This design comes from an exercise in tuning for small area, a short achievable clock period and few clock cycles per item on the open sky130 flow, not from production work. At most, simulation tests tie the RTL to the original design; equivalence was not proved. No activity file was given, so power comes from the tool's default toggle rates.

run A:
// crc_link
module crc_link (
  input  wire        clk,
  input  wire        rst,
  input  wire        cmd_valid,
  output wire        cmd_ready,
  input  wire [3:0]  cmd_code,
  input  wire [15:0] cmd_a,
  input  wire [7:0]  cmd_b,
  output reg         resp_valid,
  output reg         resp_ok,
  output reg  [15:0] resp_data,
  output wire        rx_req,
  input  wire        rx_valid,
  input  wire [7:0]  rx_data,
  input  wire        rx_end,
  output wire        tx_valid,
  output wire [7:0]  tx_data,
  input  wire        tx_ready,
  input  wire        tx_fail
);
clock: 10.0 ns
lec_check: 0
cap_margin: 20
core_margin: 2
core_utilization: 60
cts_buf_list: sky130_fd_sc_hd__clkbuf_16
cts_cluster_diameter: 100
cts_cluster_size: 20
place_density: 0.7
slew_margin: 20
tns_end_percent: 100
standard.sh (not shown) runs the stock make flow with config.mk's settings and CLKGATE_MAP_FILE= SYNTH_SCRIPT=/design/flow/synth_recipe.tcl, a recipe that flattens the netlist after the stock synthesis.
==> flow/flow/run.sh <==
#!/bin/bash
# Standard layout, asking the timing repair for more setup margin.
set -euo pipefail
bash standard.sh SETUP_SLACK_MARGIN=7 finish > make_finish.log 2>&1
Edits applied to the flow inputs when going from run A to run B:
diff --git a/flow/design.v b/flow/design.v
--- a/flow/design.v
+++ b/flow/design.v
@@ -62,34 +62,38 @@
   reg         vpend;               
   reg         rstart;              
   reg c_rop, c_rack, c_rlen, c_rpay, c_ran, c_top, c_ta1, c_trest, c_ta2, c_wait;
   assign cmd_ready = rdy_q;
   assign rx_req    = rx_req_q;
   assign tx_valid  = tx_valid_q;
   assign tx_data   = tx_q;
   wire [7:0] b0 = bv[7:0];
   wire [7:0] b1 = bv[15:8];
-  wire [7:0]  grp = 8'd1 << ra[4:2];
-  reg  [15:0] port;
-  reg  [15:0] gw;
-  integer j;
-  always @* begin
-    port = 16'h0000;
-    for (j = 0; j < 8; j = j + 1) begin
-      case (ra[1:0])
-        2'd0:    gw = bv[64*j      +: 16];
-        2'd1:    gw = bv[64*j + 16 +: 16];
-        2'd2:    gw = bv[64*j + 32 +: 16];
-        default: gw = bv[64*j + 48 +: 16];
-      endcase
-      port = port | (gw & {16{grp[j]}});
+  wire [255:0] rd1;
+  wire [127:0] rd2;
+  wire [63:0]  rd3;
+  wire [31:0]  rd4;
+  genvar g;
+  generate
+    for (g = 0; g < 16; g = g + 1) begin : R1
+      assign rd1[16*g +: 16] = ra[0] ? bv[32*g + 16 +: 16] : bv[32*g +: 16];
     end
-  end
+    for (g = 0; g < 8; g = g + 1) begin : R2
+      assign rd2[16*g +: 16] = ra[1] ? rd1[32*g + 16 +: 16] : rd1[32*g +: 16];
+    end
+    for (g = 0; g < 4; g = g + 1) begin : R3
+      assign rd3[16*g +: 16] = ra[2] ? rd2[32*g + 16 +: 16] : rd2[32*g +: 16];
+    end
+    for (g = 0; g < 2; g = g + 1) begin : R4
+      assign rd4[16*g +: 16] = ra[3] ? rd3[32*g + 16 +: 16] : rd3[32*g +: 16];
+    end
+  endgenerate
+  wire [15:0] port = ra[4] ? rd4[31:16] : rd4[15:0];
   integer k;
   wire [15:0] ca = cmd_a;
   wire i_hi7z = (ca[15:7] == 9'd0);
   wire i_hi6z = i_hi7z & !ca[6];
   wire i_le64 = i_hi6z | (i_hi7z & (ca[5:0] == 6'd0));
   wire i_ge2  = |ca[15:1];
   wire i_ge4  = |ca[15:2];
   wire i_le60 = i_hi6z & ((ca[5:2] != 4'hF) | (ca[1:0] == 2'd0));
   wire i_lt6  = (ca[15:3] == 13'd0) & !(ca[2] & ca[1]);
@@ -177,24 +181,22 @@
     for (k = 0; k < 64; k = k + 1)
       if (w_en && w_wa == k / 2 && w_be[k % 2])
         bv[8*k +: 8] <= (k % 2) ? w_d[15:8] : w_d[7:0];
   end
   wire fresh  = rdy_q & cmd_valid;
   wire busy_e = busy & !(c_wait & stream_free);          
   wire direct = fresh & (busy_e | (mode_d & (cmd_code == C_RDST)));
   wire rcv_now = fresh & !busy_e & mode_d & (cmd_code == C_RECEIVE) & !enc_pend & !xw;
   wire to_q   = fresh & !direct & !rcv_now;
-  wire end_e = c_wait & stream_free;
-  wire okn = (ok_end & stream_free) | (end_e & res_ok);
-  wire fn  = fail_f | (end_e & !res_ok);
+  wire okn = (ok_end | (c_wait & res_ok)) & stream_free;
   wire dn  = done_f | okn;
-  wire df  = dn | fn;
-  wire [15:0] status = {5'd0, fn, dn, busy & !okn & !end_e, match_q, 1'b0, err, df, df, 1'b0, fn};
+  wire df  = done_f | fail_f | okn;
+  wire [15:0] status = {5'd0, fail_f, dn, busy & !okn, match_q, 1'b0, err, df, df, 1'b0, fail_f};
   wire [2:0]  rk = mode_d ? cmd_a[2:0] : a[2:0];
   reg  [15:0] rdst_val;
   always @* begin
     case (rk)
       3'd0:    rdst_val = status;
       3'd1:    rdst_val = crc;
       3'd2:    rdst_val = {9'd0, c_ran ? pos : n_q};    
       3'd3:    rdst_val = {9'd0, pos};
       3'd4:    rdst_val = {6'd0, rem};
@@ -259,19 +261,19 @@
       match_q <= 1'b0; err <= 2'd0; busy <= 1'b0; done_f <= 1'b0; fail_f <= 1'b0;
       res_ok <= 1'b0; enc_pend <= 1'b0; cache_v <= 1'b0;
       s_act <= 1'b0; xw <= 1'b0; s_tx <= 1'b0; s_res <= 1'b0; s_fc <= 1'b0;
       s_fdone <= 1'b0; s_z <= 1'b0; tw_full <= 1'b0; tw_fold <= 1'b0;
       got <= 1'b0; rload <= 1'b0; rfold <= 1'b0; rxw <= 1'b0; vpend <= 1'b0;
       rstart <= 1'b0;
       {c_rop, c_rack, c_rlen, c_rpay, c_ran, c_top, c_ta1, c_trest, c_ta2, c_wait} <= 10'd0;
     end else begin
       cq_v   <= rdy_q ? to_q : held;
-      rdy_q  <= !held & !(fresh & (xw_n | enc_pend_n | in_fc_miss | in_xfer));
+      rdy_q  <= !held & !(to_q & (xw_n | enc_pend_n | in_fc_miss | in_xfer));
       mode_d <= (ex & (v_rcv | v_xmt)) | (mode_d & !to_q);
       resp_valid <= consume | direct | rcv_now;
       resp_ok    <= (fresh & (busy_e | mode_d) & i_rdst_ok) | rcv_now | (consume & (acc | fc_done));
       rstart     <= rcv_now;
       enc_pend   <= enc_pend_n;
       wr_okq     <= !busy_nx & !xw_n & !enc_pend_n;
       xw         <= xw_n;
       c_rop <= n_rop; c_rack <= n_rack; c_rlen <= n_rlen; c_rpay <= n_rpay; c_ran <= n_ran;
       c_top <= n_top; c_ta1 <= n_ta1; c_trest <= n_trest; c_ta2 <= n_ta2;
==> summary.txt <==
Min instance count on the critical path across run A and run B: run B. Min number of ordinary and repair buffers in the finished layout across run A and run B: run B. Summary of run B over run A: global-route usage now sits lower; clock tree cell share of total cell area now sits at about the same level; worst setup slack now sits lower; global-route wire length before repair now sits lower; number of clock buffers in the layout now sits higher.
Function was not checked in any run of this note: the RTL went through the layout flow alone.

== job 8020 ==
crc_link, a different RTL version from the one above (not shown whole).
Size in the first run: ~2,300 cells after synthesis, ~690 flip-flops, roughly 32,000 µm² of cells after synthesis.
==> flow/config.mk <==
export PLATFORM = sky130hd
export DESIGN_NAME = crc_link
export DESIGN_NICKNAME = crc_link
export VERILOG_FILES = /design/flow/design.v
export SDC_FILE = /design/flow/constraint.sdc
export NUM_CORES = 8
export LEC_CHECK = 0
export CAP_MARGIN = 20
export CORE_MARGIN = 2
export CORE_UTILIZATION = 60
export CTS_BUF_LIST = sky130_fd_sc_hd__clkbuf_16
export CTS_CLUSTER_DIAMETER = 100
export CTS_CLUSTER_SIZE = 20
export PLACE_DENSITY = 0.7
export SLEW_MARGIN = 20
export TNS_END_PERCENT = 100
==> flow/constraint.sdc <==
create_clock -name core_clock -period 10.0 [get_ports {clk}]
set_input_delay 2.0000 -clock core_clock [delete_from_list [all_inputs] [get_ports {clk}]]
set_output_delay 2.0000 -clock core_clock [all_outputs]
set_load 0.01 [all_outputs]
Scripts as last shown in full above: flow/flow/run.sh
Testbench counts of job 8020, summed over its fixed seeds: cycles 19,184, frames 256.
Setup changes, job 8020 to job 7162
--- a/flow/design.v
+++ b/flow/design.v
@@ -64,34 +64,21 @@
   reg c_rop, c_rack, c_rlen, c_rpay, c_ran, c_top, c_ta1, c_trest, c_ta2, c_wait;
   assign cmd_ready = rdy_q;
   assign rx_req    = rx_req_q;
   assign tx_valid  = tx_valid_q;
   assign tx_data   = tx_q;
   wire [7:0] b0 = bv[7:0];
   wire [7:0] b1 = bv[15:8];
-  wire [255:0] rd1;
-  wire [127:0] rd2;
-  wire [63:0]  rd3;
-  wire [31:0]  rd4;
-  genvar g;
-  generate
-    for (g = 0; g < 16; g = g + 1) begin : R1
-      assign rd1[16*g +: 16] = ra[0] ? bv[32*g + 16 +: 16] : bv[32*g +: 16];
-    end
-    for (g = 0; g < 8; g = g + 1) begin : R2
-      assign rd2[16*g +: 16] = ra[1] ? rd1[32*g + 16 +: 16] : rd1[32*g +: 16];
-    end
-    for (g = 0; g < 4; g = g + 1) begin : R3
-      assign rd3[16*g +: 16] = ra[2] ? rd2[32*g + 16 +: 16] : rd2[32*g +: 16];
-    end
-    for (g = 0; g < 2; g = g + 1) begin : R4
-      assign rd4[16*g +: 16] = ra[3] ? rd3[32*g + 16 +: 16] : rd3[32*g +: 16];
-    end
-  endgenerate
-  wire [15:0] port = ra[4] ? rd4[31:16] : rd4[15:0];
+  reg  [15:0] port;
+  integer j;
+  always @* begin
+    port = 16'h0000;
+    for (j = 0; j < 32; j = j + 1)
+      port = port | (bv[16*j +: 16] & {16{ra == j}});
+  end
   integer k;
   wire [15:0] ca = cmd_a;
   wire i_hi7z = (ca[15:7] == 9'd0);
   wire i_hi6z = i_hi7z & !ca[6];
   wire i_le64 = i_hi6z | (i_hi7z & (ca[5:0] == 6'd0));
   wire i_ge2  = |ca[15:1];
   wire i_ge4  = |ca[15:2];
@@ -265,15 +252,15 @@
       s_act <= 1'b0; xw <= 1'b0; s_tx <= 1'b0; s_res <= 1'b0; s_fc <= 1'b0;
       s_fdone <= 1'b0; s_z <= 1'b0; tw_full <= 1'b0; tw_fold <= 1'b0;
       got <= 1'b0; rload <= 1'b0; rfold <= 1'b0; rxw <= 1'b0; vpend <= 1'b0;
       rstart <= 1'b0;
       {c_rop, c_rack, c_rlen, c_rpay, c_ran, c_top, c_ta1, c_trest, c_ta2, c_wait} <= 10'd0;
     end else begin
       cq_v   <= rdy_q ? to_q : held;
-      rdy_q  <= !held & !(to_q & (xw_n | enc_pend_n | in_fc_miss | in_xfer));
+      rdy_q  <= !held & !(fresh & (xw_n | enc_pend_n | in_fc_miss | in_xfer));
       mode_d <= (ex & (v_rcv | v_xmt)) | (mode_d & !to_q);
       resp_valid <= consume | direct | rcv_now;
       resp_ok    <= (fresh & (busy_e | mode_d) & i_rdst_ok) | rcv_now | (consume & (acc | fc_done));
       rstart     <= rcv_now;
       enc_pend   <= enc_pend_n;
       wr_okq     <= !busy_nx & !xw_n & !enc_pend_n;
       xw         <= xw_n;
## What came out
Job 7162 | status: complete | timing, DRC, antenna: pass. Overall routing resource usage: job 7162 higher than job 8020. Job 7162 vs job 8020: worst-case register-to-register setup slack down in job 7162. Job 7162 and job 8020 ended up with nearly the same starting density of the core. Diff job 8020..job 7162 | number of maximum-capacitance constraint violations | unchanged. The final cycle utilization of the critical path on job 7162 is in line with that on job 8020. Between job 8020 and job 7162, the portion of total power attributed to the clock network does not differ in any meaningful way. Compared job 7162 vs job 8020, and power in combinational cells is down in job 7162. Job 7162 vs job 8020 — first-pass GRT wire length climbed by more than 10%. Diff job 8020 -> job 7162 | met3 wire length | up by more than half. The leakage power figure number comes out higher for job 7162 vs job 8020. | core utilization | job 7162 vs job 8020 | 2.8 points higher |.
Function not checked in job 7162: the RTL went through the layout flow alone.

## port drivers added, routing unchanged
In the flow no input, the clock included, has a driving cell. The finished layouts below were timed again as built, in two steps.
Step 1 sets driving cells, clkbuf_16 on the clock port and buf_2 on the other inputs (assumed; they add their load-dependent delay and slew).
Step 2, shift: input delay + t, output delay - t, t = (earliest + latest rising clock arrival at the registers) / 2. This alone moves slack from input paths to output paths.
Slacks: ideal ports / drivers / drivers and shift; pairs: ideal ports / drivers.
run	t (ns)	slack for setup (ns)	worst register clock-pin slew, ns
run A	0.657	6.784 / 6.746 / 6.254	0.10 / 0.10
run B	0.673	6.772 / 6.714 / 6.248	0.10 / 0.10
job 8020	0.661	6.835 / 6.773 / 6.252	0.10 / 0.10
job 7162	0.657	6.827 / 6.776 / 6.200	0.10 / 0.10
After both steps every run listed still meets setup and hold. The setup slack of job 7162, which loses most, moves by -0.051 ns with the drivers and by -0.627 ns with both steps.
